This is an optimization exercise on Yosys and OpenROAD, whose aim is small area, not a production implementation.
Function was checked by simulation only, so behaviour that the tests miss may differ from the original.
The flow treats the clock pin as an ideal source, which a real chip does not have.
Power is estimated from default activity; no workload was simulated.

==> flow/design.v (excerpt) <==
module mwf1_rx (
    input  wire        clk,
    input  wire        rst,
    input  wire        rx_valid,
    input  wire [7:0]  rx_data,
    output wire        rx_ready,
    output wire        tx_valid,
    output wire [7:0]  tx_data,
    input  wire        tx_ready,
    output wire        pay_we,
    output wire [14:0] pay_addr,
    output wire [7:0]  pay_wdata,
    output wire        frm_valid,
    output wire [14:0] frm_len,
    input  wire        frm_ready,
    output wire [1:0]  st_phase,
    output wire [1:0]  st_rx_state
);
Size: about 440 cells after synthesis, ~4200 um2 of cells after synthesis.
==> flow/config.mk <==
export PLATFORM = sky130hd
export DESIGN_NAME = mwf1_rx
export DESIGN_NICKNAME = mwf1_rx
export VERILOG_FILES = /design/flow/design.v
export SDC_FILE = /design/flow/constraint.sdc
export NUM_CORES = 4
export LEC_CHECK = 0
export CAP_MARGIN = 0
export CORE_MARGIN = 2
export CORE_UTILIZATION = 80
export GPL_TIMING_DRIVEN = 0
export PLACE_DENSITY = 0.9
export SLEW_MARGIN = 0
==> flow/constraint.sdc <==
create_clock -name core_clock -period 5.0 [get_ports {clk}]
set_input_delay 1.0000 -clock core_clock [delete_from_list [all_inputs] [get_ports {clk}]]
set_output_delay 1.0000 -clock core_clock [all_outputs]
set_load 0.01 [all_outputs]
standard.sh (not shown) runs the stock make flow with config.mk's settings and CLKGATE_MAP_FILE= SYNTH_SCRIPT=/design/flow/synth_recipe.tcl, a recipe that flattens the netlist after the stock synthesis.
==> flow/flow/run.sh <==
#!/bin/bash
# The standard layout (standard.sh: the standard synthesis and ORFS flow),
# with these changes to how the layout is built:
#  - synthesis maps the logic with an area-oriented ABC script (two rounds of
#    mapping with relaxed delay, with a don't-care resynthesis between)
#    (flow/abc_map.script, used in place of ORFS's abc_speed.script through a
#    copy of ORFS's scripts folder in ./orfs_scripts; nothing else in the
#    copy changes, so the registers are those of the standard synthesis);
#  - the input and output port buffers use the smallest buffer cell
#    (sky130_fd_sc_hd__buf_1);
#  - the clock tree is built from clkbuf_4 buffers without dummy loads, and
#    after CTS each clock buffer whose flip-flops would see too slow a clock
#    slew is upsized to clkbuf_8 (flow/post_cts.tcl);
set -o pipefail
rm -rf orfs_scripts
cp -r "$FLOW_HOME/scripts" orfs_scripts
cp flow/abc_map.script orfs_scripts/abc_speed.script
export SCRIPTS_DIR="$PWD/orfs_scripts"
export BUFFER_PORTS_ARGS="-buffer_cell sky130_fd_sc_hd__buf_1"
export CTS_ARGS="-sink_clustering_enable -repair_clock_nets -buf_list sky130_fd_sc_hd__clkbuf_4 -dont_use_dummy_load"
export POST_CTS_TCL="$PWD/flow/post_cts.tcl"
export PRE_GLOBAL_PLACE_TCL="$PWD/flow/pre_gp.tcl"
bash standard.sh > standard.log 2>&1
==> flow/flow/abc_map.script <==
strash
&get -n
&st
&dch -f
&nf -R 1000 -p
&put
mfs2 -a
strash
&get -n
&st
&syn2
&dch -f
&nf -R 1000 -p
&put
==> flow/flow/post_cts.tcl <==
estimate_parasitics -placement
foreach inst [get_cells -hierarchical clkbuf*] {
  if {[get_property $inst ref_name] != "sky130_fd_sc_hd__clkbuf_4"} { continue }
  set out [get_pins -of_objects $inst -filter "direction==output"]
  set worst 0
  foreach pin [get_pins -of_objects [get_nets -of_objects $out] -filter "direction==input"] {
    if {[get_property $pin name] != "CLK"} { continue }
    foreach e {rise fall} {
      set s [get_property $pin slew_max_$e]
      if {$s > $worst} { set worst $s }
    }
  }
  if {$worst > 0.112} {
    puts "upsizing [get_name $inst] to clkbuf_8 (clock pin slew $worst ns)"
    replace_cell $inst sky130_fd_sc_hd__clkbuf_8
  }
}
estimate_parasitics -placement
detailed_placement
check_placement -verbose
estimate_parasitics -placement
==> flow/flow/pre_gp.tcl <==
# Run before global placement (PRE_GLOBAL_PLACE_TCL hook): remove the
# synthesis buffers, as ORFS does itself when placement is timing-driven.
remove_buffers
Rerun with:
--- a/flow/flow/run.sh
+++ b/flow/flow/run.sh
@@ -12,3 +12,5 @@
 #    after CTS each clock buffer whose flip-flops would see too slow a clock
-#    slew is upsized to clkbuf_8 (flow/post_cts.tcl);
+#    slew is upsized to clkbuf_8 (flow/post_cts.tcl).
+# standard.sh's full output is written to standard.log in this folder; ORFS
+# keeps each step's log under orfs/logs/.
 set -o pipefail
@@ -21,3 +23,2 @@
 export POST_CTS_TCL="$PWD/flow/post_cts.tcl"
-export PRE_GLOBAL_PLACE_TCL="$PWD/flow/pre_gp.tcl"
 bash standard.sh > standard.log 2>&1
Settings changed: GPL_TIMING_DRIVEN 0 to not set.
removed: flow/flow/pre_gp.tcl
Result: The new run went through all stages and came out clean; design area rose by 0.39%; sequential share of layout area fell by 0.19 points; sequential power barely changes; fmax rose by 18%; global-route usage rose by 1.4 points; via count rose by 1.9%; die area does not change; register-to-register slack improves by 0.69 ns.


Setup of build 45:
mwf1_rx, a different RTL version from the one above (not shown whole).
Size: ~67 I/O pins, roughly 4300 sq um of cells after synthesis.
==> flow/config.mk <==
export PLATFORM = sky130hd
export DESIGN_NAME = mwf1_rx
export DESIGN_NICKNAME = mwf1_rx
export VERILOG_FILES = /design/flow/design.v
export SDC_FILE = /design/flow/constraint.sdc
export NUM_CORES = 4
export LEC_CHECK = 0
export CAP_MARGIN = 0
export CORE_MARGIN = 2
export CORE_UTILIZATION = 70
export PLACE_DENSITY = 0.85
export SLEW_MARGIN = 0
==> flow/constraint.sdc <==
create_clock -name core_clock -period 5.0 [get_ports {clk}]
set_input_delay 1.0000 -clock core_clock [delete_from_list [all_inputs] [get_ports {clk}]]
set_output_delay 1.0000 -clock core_clock [all_outputs]
set_load 0.01 [all_outputs]
==> flow/flow/run.sh <==
#!/bin/bash
# The standard layout (standard.sh: the standard synthesis and ORFS flow),
# with these changes to how the layout is built:
#  - synthesis maps the logic with an area-oriented ABC script
#    (flow/abc_map.script, used in place of ORFS's abc_speed.script through a
#    copy of ORFS's scripts folder in ./orfs_scripts; nothing else in the
#    copy changes, so the registers are those of the standard synthesis);
#  - the input and output port buffers use the smallest buffer cell
#    (sky130_fd_sc_hd__buf_1);
#  - the clock tree is built from clkbuf_4 buffers without dummy loads, and
#    after CTS each clock buffer whose flip-flops would see too slow a clock
#    slew is upsized to clkbuf_8 (flow/post_cts.tcl).
# standard.sh's full output is written to standard.log in this folder; ORFS
# keeps each step's log under orfs/logs/.
set -o pipefail
rm -rf orfs_scripts
cp -r "$FLOW_HOME/scripts" orfs_scripts
cp flow/abc_map.script orfs_scripts/abc_speed.script
export SCRIPTS_DIR="$PWD/orfs_scripts"
export BUFFER_PORTS_ARGS="-buffer_cell sky130_fd_sc_hd__buf_1"
export CTS_ARGS="-sink_clustering_enable -repair_clock_nets -buf_list sky130_fd_sc_hd__clkbuf_4 -dont_use_dummy_load"
export POST_CTS_TCL="$PWD/flow/post_cts.tcl"
bash standard.sh > standard.log 2>&1
Scripts as last shown in full above: flow/flow/abc_map.script, flow/flow/post_cts.tcl
--- input diff build 45..build 59 ---
diff --git a/flow/flow/run.sh b/flow/flow/run.sh
--- a/flow/flow/run.sh
+++ b/flow/flow/run.sh
@@ -8,7 +8,5 @@
 #  - the input and output port buffers use the smallest buffer cell
 #    (sky130_fd_sc_hd__buf_1);
-#  - the clock tree is built from clkbuf_4 buffers without dummy loads, and
-#    after CTS each clock buffer whose flip-flops would see too slow a clock
-#    slew is upsized to clkbuf_8 (flow/post_cts.tcl).
+#  - the clock tree uses clkbuf_8 buffers and no dummy loads.
 # standard.sh's full output is written to standard.log in this folder; ORFS
 # keeps each step's log under orfs/logs/.
@@ -19,5 +17,4 @@
 export SCRIPTS_DIR="$PWD/orfs_scripts"
 export BUFFER_PORTS_ARGS="-buffer_cell sky130_fd_sc_hd__buf_1"
-export CTS_ARGS="-sink_clustering_enable -repair_clock_nets -buf_list sky130_fd_sc_hd__clkbuf_4 -dont_use_dummy_load"
-export POST_CTS_TCL="$PWD/flow/post_cts.tcl"
+export CTS_ARGS="-sink_clustering_enable -repair_clock_nets -buf_list sky130_fd_sc_hd__clkbuf_8 -sink_clustering_size 30 -dont_use_dummy_load"
 bash standard.sh > standard.log 2>&1
==> flow/flow/abc_map.script <==
strash
&get -n
&st
&dch -f
&nf -R 1000 -p
&put
strash
&get -n
&st
&syn2
&dch -f
&nf -R 1000 -p
&put
removed: flow/flow/post_cts.tcl
### Flow results
Build 59: PASS, flow complete, no timing, DRC or antenna violations
Compared to build 45, build 59 shows a narrower setup margin.
In the reports for build 59 and build 45, the smaller slew at the pin closest to its max-slew limit belongs to build 45.
Design area in build 59 is 1.4% higher than in build 45
Compared with build 45, build 59 shows weighted congestion reported at the end of routability-driven placement that has gone down by a few percent.
Of build 59 and build 45, the higher total vias in the final route belongs to build 59.
In the reports for build 59 and build 45, the smaller per-instance average area after synthesis belongs to build 45.
Per the comparison of build 59 with build 45, maximum ir drop on the vdd rail fell by about 14%, portion of total power attributed to the clock network rose by 3.1 points.
diff inputs: build 59 => build 86
# build 59
export LEC_CHECK = 0
export CAP_MARGIN = 0
export CORE_MARGIN = 2
export CORE_UTILIZATION = 70
export PLACE_DENSITY = 0.85
export SLEW_MARGIN = 0
create_clock -name core_clock -period 5.0 [get_ports {clk}]
# build 86
export LEC_CHECK = 0
export CAP_MARGIN = 0
export CORE_MARGIN = 2
export CORE_UTILIZATION = 40
export GPL_TIMING_DRIVEN = 0
export PLACE_DENSITY = 0.6
export SLEW_MARGIN = 0
create_clock -name core_clock -period 5.0 [get_ports {clk}]
Notes after the runs:
- Summary: with build 59 as the reference, non-clock buffer count in build 86 moved up by more than 10%.
- Compared with build 59, in build 86 via count of the first global-routing pass went down about 0.9%; global router's overall resource usage went down by 11 points; combinational fraction of design power moved up.
The following lists how build 57 was set up differently from build 86:
# build 86
export LEC_CHECK = 0
export CAP_MARGIN = 0
export CORE_MARGIN = 2
export CORE_UTILIZATION = 40
export GPL_TIMING_DRIVEN = 0
export PLACE_DENSITY = 0.6
export SLEW_MARGIN = 0
create_clock -name core_clock -period 5.0 [get_ports {clk}]
# build 57
export LEC_CHECK = 0
export CAP_MARGIN = 0
export CORE_MARGIN = 2
export CORE_UTILIZATION = 60
export PLACE_DENSITY = 0.75
export SLEW_MARGIN = 0
create_clock -name core_clock -period 5.0 [get_ports {clk}]
Findings:
The core footprint in build 57 sits about 34% below the value recorded for build 86. Relative to build 86, the non-clock buffer total of the final layout measured on build 57 has decreased by more than 10%. Summary — core utilization, build 57 relative to build 86: higher, by 21 points. Of build 86 and build 57, the run reporting the higher total track usage was build 57. Run comparison: build 86 launch point of the worst path pay_cnt[0]; build 57 launch point of the worst path pay_cnt[1]. Reported for build 86 and build 57, count of clock buffers in the final design turned out identical to the last digit.


mwf1_rx, a different RTL version from the one above (not shown whole).
Size in the first run: roughly 90 flip-flops, roughly 67 I/O pins, roughly 5000 um^2 of cells after synthesis.
export LEC_CHECK = 0
export CAP_MARGIN = 20
export CORE_MARGIN = 2
export CORE_UTILIZATION = 40
export PLACE_DENSITY = 0.6
export SLEW_MARGIN = 20
create_clock -name core_clock -period 5.0 [get_ports {clk}]
==> flow/flow/run.sh <==
#!/bin/bash
# The standard layout (standard.sh: the standard synthesis and ORFS flow),
# with two changes to how the layout is built:
#  - the input and output port buffers use the smallest buffer cell
#    (sky130_fd_sc_hd__buf_1) instead of the default choice;
#  - the clock tree uses clkbuf_8 buffers and no dummy loads.
# standard.sh's full output is written to standard.log in this folder.
set -o pipefail
export BUFFER_PORTS_ARGS="-buffer_cell sky130_fd_sc_hd__buf_1"
export CTS_ARGS="-repair_clock_nets -buf_list sky130_fd_sc_hd__clkbuf_8 -dont_use_dummy_load"
bash standard.sh > standard.log 2>&1
Next try:
--- a/flow/flow/run.sh
+++ b/flow/flow/run.sh
@@ -9,3 +9,4 @@
 export BUFFER_PORTS_ARGS="-buffer_cell sky130_fd_sc_hd__buf_1"
-export CTS_ARGS="-repair_clock_nets -buf_list sky130_fd_sc_hd__clkbuf_8 -dont_use_dummy_load"
+export CTS_ARGS="-sink_clustering_enable -repair_clock_nets -buf_list sky130_fd_sc_hd__clkbuf_8 -sink_clustering_size 30 -dont_use_dummy_load"
+export RECOVER_POWER=100
 bash standard.sh > standard.log 2>&1
Result:
- Now the flow completed and failed the layout checks on max-capacitance violations, max-slew violations
- count of clock-buffer cells in the layout is unchanged
- critical path depth falls by 4
- area after synthesis does not change
- clock skew stays flat
- via count hardly moves
- clock power is about the same
- hold slack gets better by 0.0037 ns
- design area falls by 1.1%
- combinational power falls by about 2%
Next try:
--- a/flow/flow/run.sh
+++ b/flow/flow/run.sh
@@ -9,4 +9,3 @@
 export BUFFER_PORTS_ARGS="-buffer_cell sky130_fd_sc_hd__buf_1"
-export CTS_ARGS="-sink_clustering_enable -repair_clock_nets -buf_list sky130_fd_sc_hd__clkbuf_8 -sink_clustering_size 30 -dont_use_dummy_load"
-export RECOVER_POWER=100
+export CTS_ARGS="-sink_clustering_enable -repair_clock_nets -buf_list sky130_fd_sc_hd__clkbuf_16 -sink_clustering_size 45 -sink_clustering_max_diameter 300 -dont_use_dummy_load"
 bash standard.sh > standard.log 2>&1
Outcome: This time the run completed with no timing, DRC or antenna violations; clock power grows by 44%; wire length is about the same; combinational power increases by about 2%; area after synthesis is unchanged; non-clock buffer count stays the same; design area came out higher by 3.0%; fmax climbs by 3.4%; sequential share of layout area goes down by 1.1 points; synthesized cell count does not change; total power went up by 11%.
Next try:
--- a/flow/flow/run.sh
+++ b/flow/flow/run.sh
@@ -9,3 +9,4 @@
 export BUFFER_PORTS_ARGS="-buffer_cell sky130_fd_sc_hd__buf_1"
-export CTS_ARGS="-sink_clustering_enable -repair_clock_nets -buf_list sky130_fd_sc_hd__clkbuf_16 -sink_clustering_size 45 -sink_clustering_max_diameter 300 -dont_use_dummy_load"
+export CTS_ARGS="-sink_clustering_enable -repair_clock_nets -buf_list sky130_fd_sc_hd__clkbuf_8 -sink_clustering_size 30 -dont_use_dummy_load"
+export RECOVER_POWER=100
 bash standard.sh > standard.log 2>&1
Settings changed: CAP_MARGIN 20 to 0, SLEW_MARGIN 20 to 0.
Outcome:
- The new run completed, yet does not pass: max-capacitance violations, max-slew violations
- clock skew barely changes
- total power goes down by about 10%
- final area decreases by about 3%
- combinational power decreases by about 2%
- worst setup slack got worse by 0.13 ns
- utilization goes down by 1.4 points
- maximum frequency shrinks by about 3%
- wire length climbs by about 1.2%
- critical path depth drops by 4
- synthesized area does not change
Next try:
--- a/flow/flow/run.sh
+++ b/flow/flow/run.sh
@@ -10,3 +10,2 @@
 export CTS_ARGS="-sink_clustering_enable -repair_clock_nets -buf_list sky130_fd_sc_hd__clkbuf_8 -sink_clustering_size 30 -dont_use_dummy_load"
-export RECOVER_POWER=100
 bash standard.sh > standard.log 2>&1
Settings changed: CAP_MARGIN 0 to 20, SLEW_MARGIN 0 to 20.
Effect: With this change the flow finished clean; sequential power is about the same; worst setup slack gains 0.16 ns; routed wire length falls by 1.5%; synthesized area is unchanged; critical path depth rises by 4; sequential cell count stays the same; design area rises by 1.3%; final cell count stays flat; first-iteration DRC count rises by 2.3%; clock-buffer cell count stays the same; power rises by 0.66%.

## static timing again, ports no longer ideal
Ports are ideal in the flow. The routed layouts listed here were re-timed in OpenROAD. Step 1, drivers: a clkbuf_16 drives clk and a buf_2 each remaining input, both assumed. Step 2, shift: input delay + t, output delay - t, t = (earliest + latest rising clock arrival at the registers) / 2. This alone moves slack from input paths to output paths. a / b / c = no drivers / after step 1 / after step 2; a / b = the first two.
run | shift t [ns] | slack for setup (ns) | worst setup path after step 2
the first run of note 1 | 0.454 | 0.560 / 0.560 / 0.169 | input to register
the second run of note 1 | 0.479 | 1.249 / 1.249 / 0.777 | input to register
build 45 | 0.444 | 0.470 / 0.470 / 0.470 | register to register
build 59 | 0.379 | 0.373 / 0.373 / 0.373 | register to register
build 86 | 0.378 | 0.343 / 0.343 / 0.343 | register to register
build 57 | 0.378 | 0.323 / 0.323 / 0.323 | register to register
the first run of note 3 | 0.391 | 0.981 / 0.981 / 0.649 | input to register
the second run of note 3 | 0.391 | 0.813 / 0.813 / 0.738 | input to register
the third run of note 3 | 0.374 | 0.949 / 0.949 / 0.603 | input to register
the fourth run of note 3 | 0.396 | 0.824 / 0.824 / 0.824 | register to register
the fifth run of note 3 | 0.391 | 0.981 / 0.981 / 0.649 | input to register
For the second run of note 1, which loses most, drivers alone change the setup slack by 0.000 ns; drivers and shift together by -0.472 ns.
